This is an optimization exercise on Yosys and OpenROAD, whose aim is small area, a short achievable clock period and few clock cycles, not a production implementation.
The RTL was checked by simulation tests, not by an equivalence proof against the original design.
Power and IR drop assume default switching activity.

<file path="constraint.sdc">
create_clock -name core_clock -period 10.0 [get_ports {clk}]
set_input_delay 2.0000 -clock core_clock [delete_from_list [all_inputs] [get_ports {clk}]]
set_output_delay 2.0000 -clock core_clock [all_outputs]
set_load 0.01 [all_outputs]
</file>
<file path="config.mk">
export PLATFORM = sky130hd
export DESIGN_NAME = ctr_drbg
export DESIGN_NICKNAME = ctr_drbg
export VERILOG_FILES = /design/flow/design.v
export SDC_FILE = /design/flow/constraint.sdc
export NUM_CORES = 4
export LEC_CHECK = 0
export CAP_MARGIN = 30
export CORE_MARGIN = 2
export CORE_UTILIZATION = 40
export SLEW_MARGIN = 40
</file>
<file path="run.sh">
#!/bin/bash
# synth_recipe.tcl (not shown) runs the flow's synth.tcl, then flattens the netlist and writes it again
# the make line also repeats each setting of config.mk as NAME=value (left out here)
make -C /OpenROAD-flow-scripts/flow DESIGN_CONFIG=/design/flow/config.mk WORK_HOME=/design/flow/orfs CLKGATE_MAP_FILE= SYNTH_SCRIPT=/design/flow/synth_recipe.tcl finish
</file>
<file path="design.v">
module ctr_drbg (
  input              clk,
  input              rst,
  input              cmd_valid,
  output             cmd_ready,
  input       [31:0] cmd_data,
  input              cmd_last,
  output             rsp_valid,
  input              rsp_ready,
  output      [2:0]  rsp_status,
  output      [31:0] rsp_data,
  output             rsp_last,
  output             cph_req_valid,
  input              cph_req_ready,
  output             cph_req_op,
  output [127:0]     cph_req_key,
  output [127:0]     cph_req_blk,
  input              cph_rsp_valid,
  input              cph_rsp_err,
  input  [127:0]     cph_rsp_data
);
  localparam [127:0] DFC = 128'h000102030405060708090A0B0C0D0E0F;
  localparam [127:0] IV1 = {32'd1, 96'd0};
  localparam [2:0] ST_OK = 3'd0, ST_INVLEN = 3'd1, ST_RESEED = 3'd2, ST_CIPHER = 3'd3,
                   ST_INVSTATE = 3'd4, ST_ILLEGAL = 3'd5;
  localparam [1:0] L_EMPTY = 2'd0, L_LIVE = 2'd1, L_DESTROYED = 2'd2;
  localparam [2:0] F_HDR = 3'd0, F_LEN = 3'd1, F_DATA = 3'd2, F_DRAIN = 3'd3,
                   F_DONE = 3'd4, F_RSP = 3'd5;
  localparam [4:0] X_IDLE = 5'd0,  X_I0 = 5'd1,  X_I1 = 5'd2,  X_I2 = 5'd3,  X_I3 = 5'd4,
                   X_IW   = 5'd5,  X_D0 = 5'd6,  X_D1 = 5'd7,  X_D2 = 5'd8,  X_D3 = 5'd9,
                   X_D4   = 5'd10, X_D5 = 5'd11, X_BK0 = 5'd12, X_BK1 = 5'd13, X_K = 5'd14,
                   X_X1   = 5'd15, X_X2 = 5'd16, X_KS = 5'd17, X_DW = 5'd18, X_GC = 5'd19,
                   X_GA   = 5'd20, X_G0 = 5'd21, X_G1 = 5'd22, X_G2 = 5'd23, X_G3 = 5'd24,
                   X_GW   = 5'd25, X_PB = 5'd26, X_DS = 5'd27, X_AB = 5'd28, X_END = 5'd29;
  localparam [3:0] T_NONE = 4'd0, T_KREG = 4'd1, T_T2R = 4'd2, T_C0 = 4'd3, T_C1 = 4'd4,
                   T_T1R = 4'd5, T_X1 = 4'd6, T_X2 = 4'd7, T_KEY = 4'd8, T_T1P = 4'd9,
                   T_T2P = 4'd10, T_OUT0 = 4'd11, T_OUT1 = 4'd12;
  localparam [2:0] K_DFC = 3'd0, K_ZERO = 3'd1, K_KREG = 3'd2, K_T2R = 3'd3, K_CV0 = 3'd4, K_T1R = 3'd5;
  localparam [2:0] B_ZERO = 3'd0, B_IV1 = 3'd1, B_CTR = 3'd2, B_X0 = 3'd3, B_X1 = 3'd4, B_CV1 = 3'd5;
  reg  [1:0]   q;                        
  reg  [127:0] rk0, rk1, rk2, rk3;       
  reg  [127:0] rv0, rv1, rv2, rv3;       
  reg          m_init;
  reg  [7:0]   life;                     
  reg  [11:0]  rcm;                      
  reg  [2:0]   fst;
  reg  [4:0]   xst;
  reg  [3:0]   h_op;
  reg          h_ai;
  reg  [1:0]   h_sidx;
  reg          h_ok;
  reg  [1:0]   lcnt;
  reg  [33:0]  lsum;                     
  reg  [5:0]   req_m1;                   
  reg          req_bad, addl_bad, bad, nk, lastlen;
  reg          chk_pend, pst_v;
  reg  [2:0]   pst;
  reg  [127:0] pb;
  reg  [1:0]   widx;
  reg          dfi, blk_rdy, fin, pad_pend;
  reg  [127:0] kreg, cv0, cv1, t1r, t2r, ctr;
  reg          kv, zv, c0v, c1v, t1v, cpyd, spend, xab;
  reg  [1:0]   gk;
  reg          cerr, e3, e4;
  reg          cpend, cwk, cwv, czero;
  reg  [1:0]   cslot;
  reg  [3:0]   tq0, tq1, tq2, tq3, tq4, tq5, tq6, tq7;
  reg  [2:0]   twp, trp;
  reg  [3:0]   outst;
  reg  [2:0]   rstat;
  reg          rgen;
  reg  [3:0]   rbeat, nbeat;
  reg          ov0, ov1;
  wire o_init = (h_op == 4'd1);
  wire o_inst = (h_op == 4'd2);
  wire o_res  = (h_op == 4'd3);
  wire o_gen  = (h_op == 4'd4);
  wire df_op  = o_inst | o_res | (o_gen & h_ai);
  wire [1:0] nlw = o_inst ? 2'd3 : (o_res | o_gen) ? 2'd2 : 2'd0;
  wire [3:0]  c_op    = cmd_data[3:0];
  wire        c_known = (c_op >= 4'd1) && (c_op <= 4'd5);
  wire        c_hok   = c_known && (cmd_data[7:5] == 3'd0) && (cmd_data[31:16] == 16'd0) &&
                        (!cmd_data[4] || c_op == 4'd4) &&
                        ((c_op == 4'd1) ? (cmd_data[15:8] == 8'd0) : (cmd_data[15:8] < 8'd4));
  wire        c_nlw0  = !(c_op == 4'd2 || c_op == 4'd3 || c_op == 4'd4);
  wire [1:0] cur_life = life[2*h_sidx +: 2];
  wire [2:0] cur_rcm  = rcm[3*h_sidx +: 3];
  reg life_ok;
  always @(*) begin
    case (h_op)
      4'd1:    life_ok = !m_init;
      4'd2:    life_ok = m_init && (cur_life != L_DESTROYED);
      4'd3:    life_ok = m_init && (cur_life == L_LIVE);
      4'd4:    life_ok = m_init && (cur_life == L_LIVE);
      default: life_ok = 1'b1;
    endcase
  end
  wire len_bad = (lsum[33:29] != 5'd0);
  wire [2:0] pst_c = (!h_ok || addl_bad)               ? ST_ILLEGAL :
                     !life_ok                          ? ST_INVSTATE :
                     (len_bad || (o_gen && req_bad))   ? ST_INVLEN :
                     (o_gen && cur_rcm == 3'd7)        ? ST_RESEED : ST_OK;
  wire [2:0] nblk  = {1'b0, req_m1[5:4]} + 3'd1;    
  wire [2:0] nblk1 = {1'b0, req_m1[5:4]} + 3'd2;    
  wire cmd_fire = cmd_valid && cmd_ready;
  wire rsp_fire = rsp_valid && rsp_ready;
  wire fdone = (fst == F_DONE);
  wire pgood = pst_v && (pst == ST_OK) && !bad && fdone;
  wire abort = (pst_v && pst != ST_OK) || bad;
  reg [3:0] atag;
  always @(*) begin
    case (trp)
      3'd0: atag = tq0; 3'd1: atag = tq1; 3'd2: atag = tq2; 3'd3: atag = tq3;
      3'd4: atag = tq4; 3'd5: atag = tq5; 3'd6: atag = tq6; default: atag = tq7;
    endcase
  end
  wire aerr = cph_rsp_valid && cph_rsp_err;
  wire allans = (outst == 4'd0) || (outst == 4'd1 && cph_rsp_valid);
  wire cerr_n = cerr | aerr;
  wire e3_n   = e3 | (aerr && (atag == T_NONE || atag == T_OUT0 || atag == T_OUT1));
  wire e4_n   = e4 | (aerr && (atag == T_T1P || atag == T_T2P || atag == T_T1R));
  wire rw = cpend && (q == cslot);
  wire at_slot = (q == h_sidx) && !cpend;
  reg  [1:0]   abase;
  reg  [2:0]   ainc;
  reg  [127:0] abv;
  always @(*) begin
    case (abase)
      2'd0: abv = ctr;
      2'd1: abv = pb;
      2'd2: abv = rv0;
      default: abv = 128'd0;
    endcase
  end
  wire [127:0] asum = abv + {125'd0, ainc};
  wire cpy_now = df_op && !o_inst && !cpyd && at_slot &&
                 xst != X_IDLE && xst != X_AB && xst != X_END;
  always @(*) begin
    abase = 2'd0; ainc = 3'd1;
    case (xst)
      X_D0: if (o_inst) begin abase = 2'd3; ainc = 3'd1; end
      X_DW: begin abase = 2'd1; ainc = nblk1; end
      X_GC: begin abase = 2'd2; ainc = nk ? nblk1 : 3'd0; end
      X_GA: begin abase = 2'd1; ainc = nblk1; end
      X_G1: begin abase = 2'd1; ainc = 3'd1; end
      X_GW: begin abase = 2'd1; ainc = e4_n ? nblk : 3'd3; end
      default: ;
    endcase
    if (cpy_now) begin abase = 2'd2; ainc = 3'd1; end
  end
  reg        iv, iop;
  reg [2:0]  iks, ibs;
  reg [3:0]  itag;
  wire slot0_free = !ov0 || (rsp_fire && rbeat[2] == 1'b0 && rbeat[1:0] == 2'd3);
  wire slot1_free = !ov1 || (rsp_fire && rbeat[2] == 1'b1 && rbeat[1:0] == 2'd3);
  always @(*) begin
    iv = 1'b0; iop = 1'b0; iks = K_KREG; ibs = B_CTR; itag = T_NONE;
    case (xst)
      X_I0:  begin iv = 1'b1; iop = 1'b1; iks = K_DFC;  itag = T_KREG; end
      X_I1:  begin iv = 1'b1; iop = 1'b1; iks = K_ZERO; itag = T_NONE; end
      X_I2:  begin iv = kv;   ibs = B_ZERO; end
      X_I3:  begin iv = 1'b1; ibs = B_IV1; end
      X_D0:  begin iv = 1'b1; iop = 1'b1; iks = K_DFC;  itag = T_KREG; end
      X_D1:  begin iv = 1'b1; iop = 1'b1; iks = K_ZERO; itag = T_T2R; end
      X_D2:  begin iv = kv;   ibs = B_ZERO; itag = T_C0; end
      X_D3:  begin iv = 1'b1; ibs = B_IV1;  itag = T_C1; end
      X_D4:  begin iv = o_inst ? zv : cpyd; iks = K_T2R; itag = T_T1R; end
      X_D5:  begin iv = 1'b1; iks = K_T2R; itag = T_T2R; end
      X_BK0: begin iv = blk_rdy && c0v; ibs = B_X0; itag = T_C0; end
      X_BK1: begin iv = c1v; ibs = B_X1; itag = T_C1; end
      X_K:   begin iv = c0v; iop = 1'b1; iks = K_CV0; itag = T_KREG; end
      X_X1:  begin iv = kv && c1v; ibs = B_CV1; itag = T_X1; end
      X_X2:  begin iv = c1v; ibs = B_CV1; itag = T_X2; end
      X_KS:  begin iv = 1'b1; iop = 1'b1; iks = K_T1R; itag = T_KEY; end
      X_G0:  begin iv = 1'b1; itag = T_T1P; end
      X_G1:  begin iv = 1'b1; itag = T_T2P; end
      X_G2:  begin
               iv = 1'b1;
               if (spend && t1v) begin iop = 1'b1; iks = K_T1R; itag = T_T1R; end
               else itag = (gk == 2'd0) ? T_OUT0 : (gk == 2'd1) ? T_OUT1 : T_NONE;
             end
      X_G3:  begin iv = spend && t1v; iop = 1'b1; iks = K_T1R; itag = T_T1R; end
      X_PB:  begin iv = gk[0] ? slot1_free : slot0_free; itag = gk[0] ? T_OUT1 : T_OUT0; end
      default: ;
    endcase
    if (cpend || outst[3]) iv = 1'b0;
  end
  wire fire = iv && cph_req_ready;
  reg [127:0] rq_key, rq_blk;
  always @(*) begin
    case (iks)
      K_DFC:   rq_key = DFC;
      K_ZERO:  rq_key = 128'd0;
      K_KREG:  rq_key = kreg;
      K_T2R:   rq_key = t2r;
      K_CV0:   rq_key = cv0;
      default: rq_key = t1r;
    endcase
    case (ibs)
      B_ZERO:  rq_blk = 128'd0;
      B_IV1:   rq_blk = IV1;
      B_CTR:   rq_blk = ctr;
      B_X0:    rq_blk = cv0 ^ pb;
      B_X1:    rq_blk = cv1 ^ pb;
      default: rq_blk = cv1;
    endcase
  end
  assign cph_req_valid = iv;
  assign cph_req_op    = iop;
  assign cph_req_key   = rq_key;
  assign cph_req_blk   = rq_blk;
  wire dfon = df_op && !xab;
  assign cmd_ready = (fst == F_HDR) || (fst == F_LEN) || (fst == F_DRAIN) ||
                     (fst == F_DATA && !(dfon && blk_rdy));
  wire [31:0] oword = rbeat[2] ? cv1[127 - 32*rbeat[1:0] -: 32] : cv0[127 - 32*rbeat[1:0] -: 32];
  wire        lastb = (rbeat == nbeat);
  wire [31:0] omask = !lastb ? 32'hFFFFFFFF :
                      (req_m1[1:0] == 2'd0) ? 32'hFF000000 :
                      (req_m1[1:0] == 2'd1) ? 32'hFFFF0000 :
                      (req_m1[1:0] == 2'd2) ? 32'hFFFFFF00 : 32'hFFFFFFFF;
  assign rsp_valid  = (fst == F_RSP) && (!rgen || (rbeat[2] ? ov1 : ov0));
  assign rsp_status = rstat;
  assign rsp_data   = rgen ? (oword & omask) : 32'd0;
  assign rsp_last   = lastb;
  wire        dfire  = cmd_fire && (fst == F_DATA) && dfon && (lsum != 34'd0);
  wire [1:0]  wi     = dfi ? 2'd2 : widx;
  wire        fw     = (lsum[33:3] == 31'd0) && !(lsum[2] && lsum[1:0] != 2'd0);    
  wire [31:0] dword  = !fw ? cmd_data :
                       (lsum[2:0] == 3'd1) ? {cmd_data[31:24], 8'h80, 16'd0} :
                       (lsum[2:0] == 3'd2) ? {cmd_data[31:16], 8'h80, 8'd0} :
                       (lsum[2:0] == 3'd3) ? {cmd_data[31:8], 8'h80} : cmd_data;
  wire        fw4    = fw && (lsum[2:0] == 3'd4);
  always @(posedge clk) begin
    rk0 <= rk1; rk1 <= rk2; rk2 <= rk3;
    rv0 <= rv1; rv1 <= rv2; rv2 <= rv3;
    rk3 <= (rw && cwk) ? (czero ? 128'd0 : t1r) : rk0;
    rv3 <= (rw && cwv) ? (czero ? 128'd0 : t2r) : rv0;
    if (rst) begin
      q        <= 2'd0;
      m_init   <= 1'b0;
      life     <= 8'd0;
      fst      <= F_HDR;
      xst      <= X_IDLE;
      cpend    <= 1'b0;
      twp      <= 3'd0;
      trp      <= 3'd0;
      outst    <= 4'd0;
      chk_pend <= 1'b0;
      pst_v    <= 1'b0;
    end else begin
      q <= q + 2'd1;
      if (rw) cpend <= 1'b0;
      if (fire) begin
        case (twp)
          3'd0: tq0 <= itag; 3'd1: tq1 <= itag; 3'd2: tq2 <= itag; 3'd3: tq3 <= itag;
          3'd4: tq4 <= itag; 3'd5: tq5 <= itag; 3'd6: tq6 <= itag; default: tq7 <= itag;
        endcase
        twp <= twp + 3'd1;
      end
      if (cph_rsp_valid) trp <= trp + 3'd1;
      outst <= outst + {3'd0, fire} - {3'd0, cph_rsp_valid};
      if (cph_rsp_valid) begin
        cerr <= cerr_n;
        e3   <= e3_n;
        e4   <= e4_n;
        case (atag)
          T_KREG: begin kreg <= cph_rsp_data; kv <= 1'b1; end
          T_T2R:  begin t2r <= cph_rsp_data; zv <= 1'b1; end
          T_C0:   begin cv0 <= cph_rsp_data; c0v <= 1'b1; end
          T_C1:   begin cv1 <= cph_rsp_data; c1v <= 1'b1; end
          T_T1R:  t1r <= cph_rsp_data;
          T_X1:   begin cv1 <= cph_rsp_data; t1r <= t1r ^ cph_rsp_data; c1v <= 1'b1; end
          T_X2:   begin cv0 <= cph_rsp_data; t2r <= t2r ^ cph_rsp_data; pb <= t2r ^ cph_rsp_data; end
          T_KEY:  begin t1r <= cph_rsp_data; kreg <= cph_rsp_data; end
          T_T1P:  begin t1r <= cph_rsp_data ^ (h_ai ? cv1 : 128'd0); t1v <= 1'b1; end
          T_T2P:  t2r <= cph_rsp_data ^ (h_ai ? cv0 : 128'd0);
          T_OUT0: begin cv0 <= cph_rsp_data; ov0 <= 1'b1; end
          T_OUT1: begin cv1 <= cph_rsp_data; ov1 <= 1'b1; end
          default: ;
        endcase
      end
      if (chk_pend) begin
        chk_pend <= 1'b0;
        pst_v    <= 1'b1;
        pst      <= pst_c;
        if (lastlen && lsum != 34'd0) bad <= 1'b1;
      end
      if (dfi) begin
        pb[127:96] <= {lsum[28:0], 3'b000};
        pb[95:64]  <= 32'd256;
        dfi        <= 1'b0;
        widx       <= 2'd2;
        if (lastlen && lsum == 34'd0) begin
          pb[63:32] <= 32'h80000000;
          blk_rdy   <= 1'b1;
          fin       <= 1'b1;
        end
      end
      if (dfire) begin
        pb[127 - 32*wi -: 32] <= dword;
        widx <= wi + 2'd1;
        if (fw) begin
          if (!fw4) begin blk_rdy <= 1'b1; fin <= 1'b1; end
          else if (wi != 2'd3) begin
            pb[127 - 32*(wi + 2'd1) -: 32] <= 32'h80000000;
            blk_rdy <= 1'b1; fin <= 1'b1;
          end else begin
            blk_rdy <= 1'b1; pad_pend <= 1'b1;
          end
        end else if (wi == 2'd3)
          blk_rdy <= 1'b1;
      end
      case (fst)
        F_HDR: if (cmd_fire) begin
          h_op     <= c_op;
          h_ai     <= cmd_data[4];
          h_sidx   <= cmd_data[9:8];
          h_ok     <= c_hok;
          lcnt     <= 2'd0;
          lsum     <= 34'd0;
          req_m1   <= 6'd0;
          req_bad  <= 1'b0;
          addl_bad <= 1'b0;
          bad      <= 1'b0;
          nk       <= 1'b0;
          lastlen  <= 1'b0;
          pst_v    <= 1'b0;
          dfi      <= 1'b0;
          widx     <= 2'd0;
          blk_rdy  <= 1'b0;
          fin      <= 1'b0;
          pad_pend <= 1'b0;
          pb       <= 128'd0;
          cerr     <= 1'b0;
          e3       <= 1'b0;
          e4       <= 1'b0;
          cpyd     <= 1'b0;
          spend    <= 1'b0;
          xab      <= 1'b0;
          ov0      <= 1'b0;
          ov1      <= 1'b0;
          if (!c_known || c_nlw0) begin
            if (c_known && !cmd_last) bad <= 1'b1;
            chk_pend <= 1'b1;
            fst      <= cmd_last ? F_DONE : F_DRAIN;
          end else if (cmd_last) begin
            bad      <= 1'b1;
            chk_pend <= 1'b1;
            fst      <= F_DONE;
          end else
            fst <= F_LEN;
        end
        F_LEN: if (cmd_fire) begin
          lcnt <= lcnt + 2'd1;
          if (o_gen && lcnt == 2'd0) begin
            req_m1  <= cmd_data[5:0] - 6'd1;
            req_bad <= (cmd_data == 32'd0) || (cmd_data > 32'd64);
            nk      <= 1'b1;
          end else
            lsum <= lsum + {2'b00, cmd_data};
          if (o_gen && lcnt == 2'd1)
            addl_bad <= !h_ai && (cmd_data != 32'd0);
          if (lcnt + 2'd1 == nlw) begin
            chk_pend <= 1'b1;
            dfi      <= df_op;
            if (cmd_last) begin
              lastlen <= 1'b1;
              fst     <= F_DONE;
            end else
              fst <= F_DATA;
          end else if (cmd_last) begin
            bad      <= 1'b1;
            chk_pend <= 1'b1;
            fst      <= F_DONE;
          end
        end
        F_DATA: if (cmd_fire) begin
          if (lsum == 34'd0) begin
            bad <= 1'b1;
            fst <= cmd_last ? F_DONE : F_DRAIN;
          end else begin
            lsum <= fw ? 34'd0 : lsum - 34'd4;
            if (cmd_last) begin
              if (!fw) bad <= 1'b1;
              fst <= F_DONE;
            end else if (fw) begin
              bad <= 1'b1;
              fst <= F_DRAIN;
            end
          end
        end
        F_DRAIN: if (cmd_fire && cmd_last) fst <= F_DONE;
        F_RSP: if (rsp_fire) begin
          rbeat <= rbeat + 4'd1;
          if (rbeat[1:0] == 2'd3) begin
            if (rbeat[2]) ov1 <= 1'b0; else ov0 <= 1'b0;
          end
          if (lastb) begin
            fst <= F_HDR;
            xst <= X_IDLE;
          end
        end
        default: ;
      endcase
      case (xst)
        X_IDLE: if (cmd_fire && fst == F_HDR) begin
          case (c_op)
            4'd1: xst <= X_I0;
            4'd2: xst <= X_D0;
            4'd3: xst <= X_D0;
            4'd4: xst <= cmd_data[4] ? X_D0 : X_GC;
            4'd5: xst <= X_DS;
            default: xst <= X_AB;
          endcase
        end
        X_I0: if (fire) begin kv <= 1'b0; xst <= X_I1; end
        X_I1: if (fire) xst <= X_I2;
        X_I2: if (fire) xst <= X_I3;
        X_I3: if (fire) xst <= X_IW;
        X_IW: if (allans && pgood) begin
          if (!cerr_n) m_init <= 1'b1;
          rstat <= cerr_n ? ST_CIPHER : ST_OK;
          rgen  <= 1'b0; nbeat <= 4'd0; rbeat <= 4'd0;
          fst   <= F_RSP;
          xst   <= X_END;
        end
        X_D0: if (fire) begin
          kv <= 1'b0;
          if (o_inst) begin
            ctr <= asum;
            xst <= X_D1;
          end else
            xst <= X_D4;
        end
        X_D1: if (fire) begin zv <= 1'b0; xst <= X_D2; end
        X_D2: if (fire) begin c0v <= 1'b0; xst <= X_D3; end
        X_D3: if (fire) begin c1v <= 1'b0; xst <= o_inst ? X_D4 : X_BK0; end
        X_D4: if (fire) begin ctr <= asum; xst <= X_D5; end
        X_D5: if (fire) xst <= o_inst ? X_BK0 : X_D2;
        X_BK0: if (fire) begin c0v <= 1'b0; xst <= X_BK1; end
        X_BK1: if (fire) begin
          c1v      <= 1'b0;
          pb       <= pad_pend ? {32'h80000000, 96'd0} : 128'd0;
          widx     <= pad_pend ? 2'd1 : 2'd0;
          blk_rdy  <= pad_pend;
          fin      <= pad_pend;
          pad_pend <= 1'b0;
          xst      <= fin ? X_K : X_BK0;
        end
        X_K:  if (fire) begin kv <= 1'b0; xst <= X_X1; end
        X_X1: if (fire) begin c1v <= 1'b0; xst <= X_X2; end
        X_X2: if (fire) xst <= X_KS;
        X_KS: if (fire) xst <= X_DW;
        X_DW: if (allans && pgood) begin
          if (cerr_n) begin
            rstat <= ST_CIPHER; rgen <= 1'b0; nbeat <= 4'd0; rbeat <= 4'd0;
            fst <= F_RSP; xst <= X_END;
          end else if (o_gen) begin
            cpend <= 1'b1; cslot <= h_sidx; cwk <= 1'b1; cwv <= 1'b1; czero <= 1'b0;
            ctr <= asum;
            xst <= X_G0;
          end else begin
            cpend <= 1'b1; cslot <= h_sidx; cwk <= 1'b1; cwv <= 1'b1; czero <= 1'b0;
            if (o_inst) life[2*h_sidx +: 2] <= L_LIVE;
            rcm[3*h_sidx +: 3] <= 3'd0;
            rstat <= ST_OK; rgen <= 1'b0; nbeat <= 4'd0; rbeat <= 4'd0;
            fst <= F_RSP; xst <= X_END;
          end
        end
        X_GC: if (at_slot) begin
          kreg <= rk0;
          pb   <= rv0;
          ctr  <= asum;
          xst  <= nk ? X_G0 : X_GA;
        end
        X_GA: if (nk) begin
          ctr <= asum;
          xst <= X_G0;
        end
        X_G0: if (fire) begin ctr <= asum; t1v <= 1'b0; xst <= X_G1; end
        X_G1: if (fire) begin
          ctr   <= asum;
          spend <= 1'b1;
          gk    <= 2'd0;
          xst   <= X_G2;
        end
        X_G2: if (fire) begin
          if (spend && t1v) spend <= 1'b0;
          else begin
            ctr <= asum;
            gk  <= gk + 2'd1;
            if ({1'b0, gk} + 3'd1 == nblk) xst <= X_G3;
          end
        end
        X_G3: if (!spend) xst <= X_GW;
              else if (fire) begin spend <= 1'b0; xst <= X_GW; end
        X_GW: if (allans && pgood) begin
          rbeat <= 4'd0;
          fst   <= F_RSP;
          if (e3_n) begin
            rstat <= ST_CIPHER; rgen <= 1'b0; nbeat <= 4'd0;
            xst <= X_END;
          end else if (e4_n) begin
            t2r   <= asum;
            cpend <= 1'b1; cslot <= h_sidx; cwk <= 1'b0; cwv <= 1'b1; czero <= 1'b0;
            rstat <= ST_CIPHER; rgen <= 1'b0; nbeat <= 4'd0;
            xst <= X_END;
          end else begin
            cpend <= 1'b1; cslot <= h_sidx; cwk <= 1'b1; cwv <= 1'b1; czero <= 1'b0;
            rcm[3*h_sidx +: 3] <= cur_rcm + 3'd1;
            rstat <= ST_OK; rgen <= 1'b1; nbeat <= req_m1[5:2];
            ctr <= asum;
            gk  <= 2'd2;
            xst <= (nblk[2] || nblk[1:0] == 2'd3) ? X_PB : X_END;
          end
        end
        X_PB: if (fire) begin
          ctr <= asum;
          gk  <= gk + 2'd1;
          if ({1'b0, gk} + 3'd1 == nblk) xst <= X_END;
        end
        X_DS: if (pgood && !cpend) begin
          cpend <= 1'b1; cslot <= h_sidx; cwk <= 1'b1; cwv <= 1'b1; czero <= 1'b1;
          life[2*h_sidx +: 2] <= L_DESTROYED;
          rstat <= ST_OK; rgen <= 1'b0; nbeat <= 4'd0; rbeat <= 4'd0;
          fst <= F_RSP; xst <= X_END;
        end
        X_AB: if (allans && fdone && pst_v) begin
          rstat <= bad ? ST_ILLEGAL : pst;
          rgen  <= 1'b0; nbeat <= 4'd0; rbeat <= 4'd0;
          fst   <= F_RSP;
          xst   <= X_END;
        end
        default: ;
      endcase
      if (cpy_now) begin
        t2r  <= rk0;
        ctr  <= asum;
        cpyd <= 1'b1;
      end
      if (abort && xst != X_IDLE && xst != X_AB && xst != X_END && xst != X_PB) begin
        xst <= X_AB;
        xab <= 1'b1;
      end
    end
  end
endmodule
</file>
==> impl_results.md <==
- Largest net degree at the start of global routing: 162
- Clock latency on the worst-skew pair: 0.93 ns
- Synthesized Nets: 10380
- # clock sinks: 2091
- Clk network pwr share: 30.1%
- CP max FO: 34
- Worst Reg-to-Reg Cells: 21
- Final setup vio count: 0
- Clock Pin Slew Worst Setup and Hold Paths: 0.06 ns
- RSZ-0062 raised after global routing: false
- Critical Path End Type: flop
- CP bufs+invs: 1
- Grt total ovfl: 0
- Tcrit/Tclk final: 80.89%
- Crit path DAT: 8.75 ns
- Proportion of synthesized area in mux cells: 5.302%
- Initial antenna violation count: 61
- Critical Path RT: 10.66 ns
- Dpl hpwl: 361000 um
- P_sw: 11590 uW
- Startpoint Class: flop
- Max-slew violations: 0
- Average wire per cell in the routed design: 38.00 um
- Achievable Freq: 123.6 MHz
- Die height: 503.2 um
- # rows: 183
- Compound-cell area share of the yosys netlist: 18.78%
- Synth cell types: 108
- DRT Pass-1 Iters: 9
- Delay of the slowest critical-path stage: 0.71 ns
- Headroom to the max-slew limit: 22.35%
- Via count: 92510
- Vias per cell: 6.640
- Switching Share: 38.89%
- CTS max path bufs: 3
- Finished Layout Cells: 13930
- Cell family with most CP delay: simple AND/OR/NAND/NOR gates
- # H-tree levels: 4
- Full die area: 0.2532 mm2
- GPL Wtd Cong: 1.086
- Initial Util: 40.15%
- Largest family of logic cells by synthesized area: compound AO/OA/AOI/OAI gates
- Final Routed Wirelength: 529400 um
- IR drop worst, VDD: 0.2274 mV
- Pleak: 0.04118 uW
- Crit path depth: 21
- CTS tree: built
- CP cell instances: inv_1 -> ha_1 -> or4_1 -> a31oi_2 -> nor2b_2 -> nand2_4 -> nand2_1 -> a31oi_1 -> nor2_1 -> a22oi_1 -> nor2_1 -> ha_1 -> a21oi_1 -> a21oi_4 -> nor4b_2 -> nand4_2 -> nor3_4 -> nand4_2 -> nor3_1 -> xnor2_1 -> a221o_1
- Tmin final: 8.089 ns
- Die Width: 503.2 um
- Syn Std Cell Area: 0.09966 mm2
- DP Area: 0.1084 mm2
- CTS root buf: clkbuf_16
- Fin. Hold Viols: 0
- Least-Margin Pin Slew: 1.165 ns
- Layout cells sized above 1: 8.806%
- Worst setup path class: reg -> reg
- Power, Total: 29810 uW
- Final nets: 10580
- XOR/XNOR Fraction of Synth Area: 5.510%
- Crit-path slowest cell: nor3_4
- Adder-Cell Fraction of Synth Area: 1.002%
- Number of flops mapped to enable cells by yosys: 1035
- Post-synth ARST share: 0%
- Vias in the first global route: 83450
- Post-CTS Setup Bufs: 0
- Clock skew: 0.04382 ns
- Pwr dens: 255.4 mW/mm2
- Sequential power share: 35.0%
- DRC viols: 0
- Max cap viols: 0
- Area delta synth->final: 17.10%
- Yosys warning count: 1
- Post_cts resized: 0
- All-Layer GR Usage: 40.33%
- Post-DRT Antenna Nets: 0
- Simple-gate area share of the yosys netlist: 13.51%
- Combinational power share: 34.9%
- Core box area: 0.2482 mm2
- Buffers on Ports: 463
- P_int: 18210 uW
- HP Class: reg -> reg
- Inst Count DP: 13430
- Synth Flop Type: dfxtp_1
- Commonest non-fill, non-tap cells in the layout: 1135 x nand2_1, 1090 x o21ai_0, 1055 x dfxtp_1
- Status: no timing/DRC/antenna violations
- Most common cell after layout, fill and taps aside: nand2_1
- CTS Buf Count: 225
- Post-synthesis cell count: 10140
- Syn Area/Cell: 9.833 um2
- Worst Hold Depth: 0
- Initial DRC count: 17310
- Post-synthesis sequential area ratio: 52.40%
- First-pass GRT wire length: 710200 um
- # hold bufs at CTS: 0
- Final Instance Area: 0.1167 mm2
- I/O Pins: 464
- Synth Register Bits: 2091
[synthesized netlist by cell type (40+ instances only)]
cell	instances	area, um2
a22oi_1	276	2072
o31ai_1	65	488.0
nand3_1	274	1371
inv_1	79	296.5
nand4_1	44	275.3
edfxtp_1	1035	31080
dfxtp_1	1056	21140
nor3_1	137	685.7
a222oi_1	99	991.0
nor4_1	40	250.2
a211oi_1	114	855.8
o22ai_1	108	675.7
o21ai_0	1128	5645
xnor2_1	256	2242
a31oi_1	68	425.4
nand2b_1	280	1752
buf_1	88	330.3
a221o_1	57	570.6
nand2_1	1143	4290
mux2i_1	394	3944
mux2_2	45	506.7
and3_1	52	325.3
and2_1	55	344.1
xor2_1	371	3249
ha_1	75	938.4
nor2_1	784	2943
clkbuf_1	597	2241
a21oi_1	776	3884
buf_2	43	215.2
[per-stage QoR]
| step | utilization (%) | hold WS [ns] | setup TNS [ns] | setup slack [ns] |
|---|---|---|---|---|
| 2_1_floorplan | - | 0.3096 | -34.12 | -0.2666 |
| 3_3_place_gp | 43.43 | 0.3095 | 0 | 2.121 |
| 3_5_place_dp | 43.67 | 0.3121 | 0 | 1.623 |
| 4_1_cts | 46.86 | 0.2873 | 0 | 1.604 |
| 5_1_grt | 46.96 | 0.2921 | 0 | 1.606 |
| 6_report | 47.02 | 0.2990 | 0 | 1.911 |
[worst register-to-register path, cell delays in order, from the launching register on]
cell     delay [ns]
dfxtp_1        0.54
inv_1          0.15
ha_1           0.28
or4_1          0.58
a31oi_2        0.46
nor2b_2        0.58
nand2_4        0.47
nand2_1        0.30
a31oi_1        0.22
nor2_1         0.38
a22oi_1        0.17
nor2_1         0.13
ha_1           0.20
a21oi_1        0.19
a21oi_4        0.38
nor4b_2        0.37
nand4_2        0.49
nor3_4         0.72
nand4_2        0.42
nor3_1         0.35
xnor2_1        0.12
a221o_1        0.33
[worst paths after layout]
check	startpoint	endpoint	slack [ns]
worst max register to register	trp[2]	t2r[123]	1.91
worst min-delay path	rv1[40]	rv0[40]	0.30
worst max-delay path	trp[2]	t2r[123]	1.91
worst min register to register	rv1[40]	rv0[40]	0.30
[state kept, by name, summed over array words and instances (netlist names), 5 cells and up]
name    cells
rv1       128
life        8
rv3       128
xst         5
rk2       128
rk3       128
req_m1      6
ctr       128
lsum       34
t2r       128
pb        128
cv1       128
kreg      128
cv0       128
rk1       128
rv2       128
t1r       128
rcm        12
rv0       128
rk0       128
[per-layer routing]
| layer | vias to the layer above | wire length (um) | GRT usage [%] |
|---|---|---|---|
| met5 | - | 577 | 0.6471 |
| met4 | 34 | 39990 | 26.16 |
| met3 | 1666 | 83550 | 18.47 |
| met2 | 8132 | 205000 | 53.21 |
| met1 | 45240 | 200200 | 52.37 |
| li1 | 37430 | - | - |
[power by group through the flow]
stage	clock [uW]	combinational, uW	sequential, uW
after global routing	9310	10500	10400
after floorplan	0	4580	10200
after global placement	0	9630	10500
after CTS	8970	9850	10400
after detailed placement	0	9790	10500
final	8970	10400	10400
[layout make-up]
class / count / area (um2)
Antenna cell: 64 / 160.2
Clock buffer: 309 / 6570
Clock inverter: 121 / 1345
Fill cell: 23180 / 131500
Inverter: 81 / 309.0
Multi-Input combinational cell: 7183 / 44580
Sequential cell: 2091 / 52220
Tap cell: 3330 / 4167
Timing Repair Buffer: 753 / 7346
[kinds of logic after synthesis]
logic type,after synthesis
adders and majority gates,78
xor gates and xnor gates,627
DFF,2091
and+or+nand+nor,2959
muxes,476
buffers and inverters,862
AOI/OAI and AO/OA,3043
Testbench counts, summed over its fixed seeds: cycles 15,896.

[afterwards: timing with drivers on the ports]
The flow's constraints put no driver on any port. The routed layout listed below was extracted and timed again, unchanged, in two steps.
Step 1 assumes that a clkbuf_16 drives the clock port and a buf_2 every other input.
Step 2 also shifts input and output timing later by t, the mid clock arrival at the registers, as if the neighbouring blocks saw the same clock.
a / b / c = no drivers / after step 1 / after step 2; a / b = the first two.
t, ns: 1.016
setup WS [ns]: 1.911 / 1.911 / 1.911
worst hold slack (ns): 0.299 / 0.299 / 0.299
slew at the worst register clock pin (ns): 0.07 / 0.07
worst slew at a driven data input, ns: 0.37
After both steps setup and hold are still met in this run. For this run, drivers alone change the setup slack by 0.000 ns; drivers and shift together by 0.000 ns.
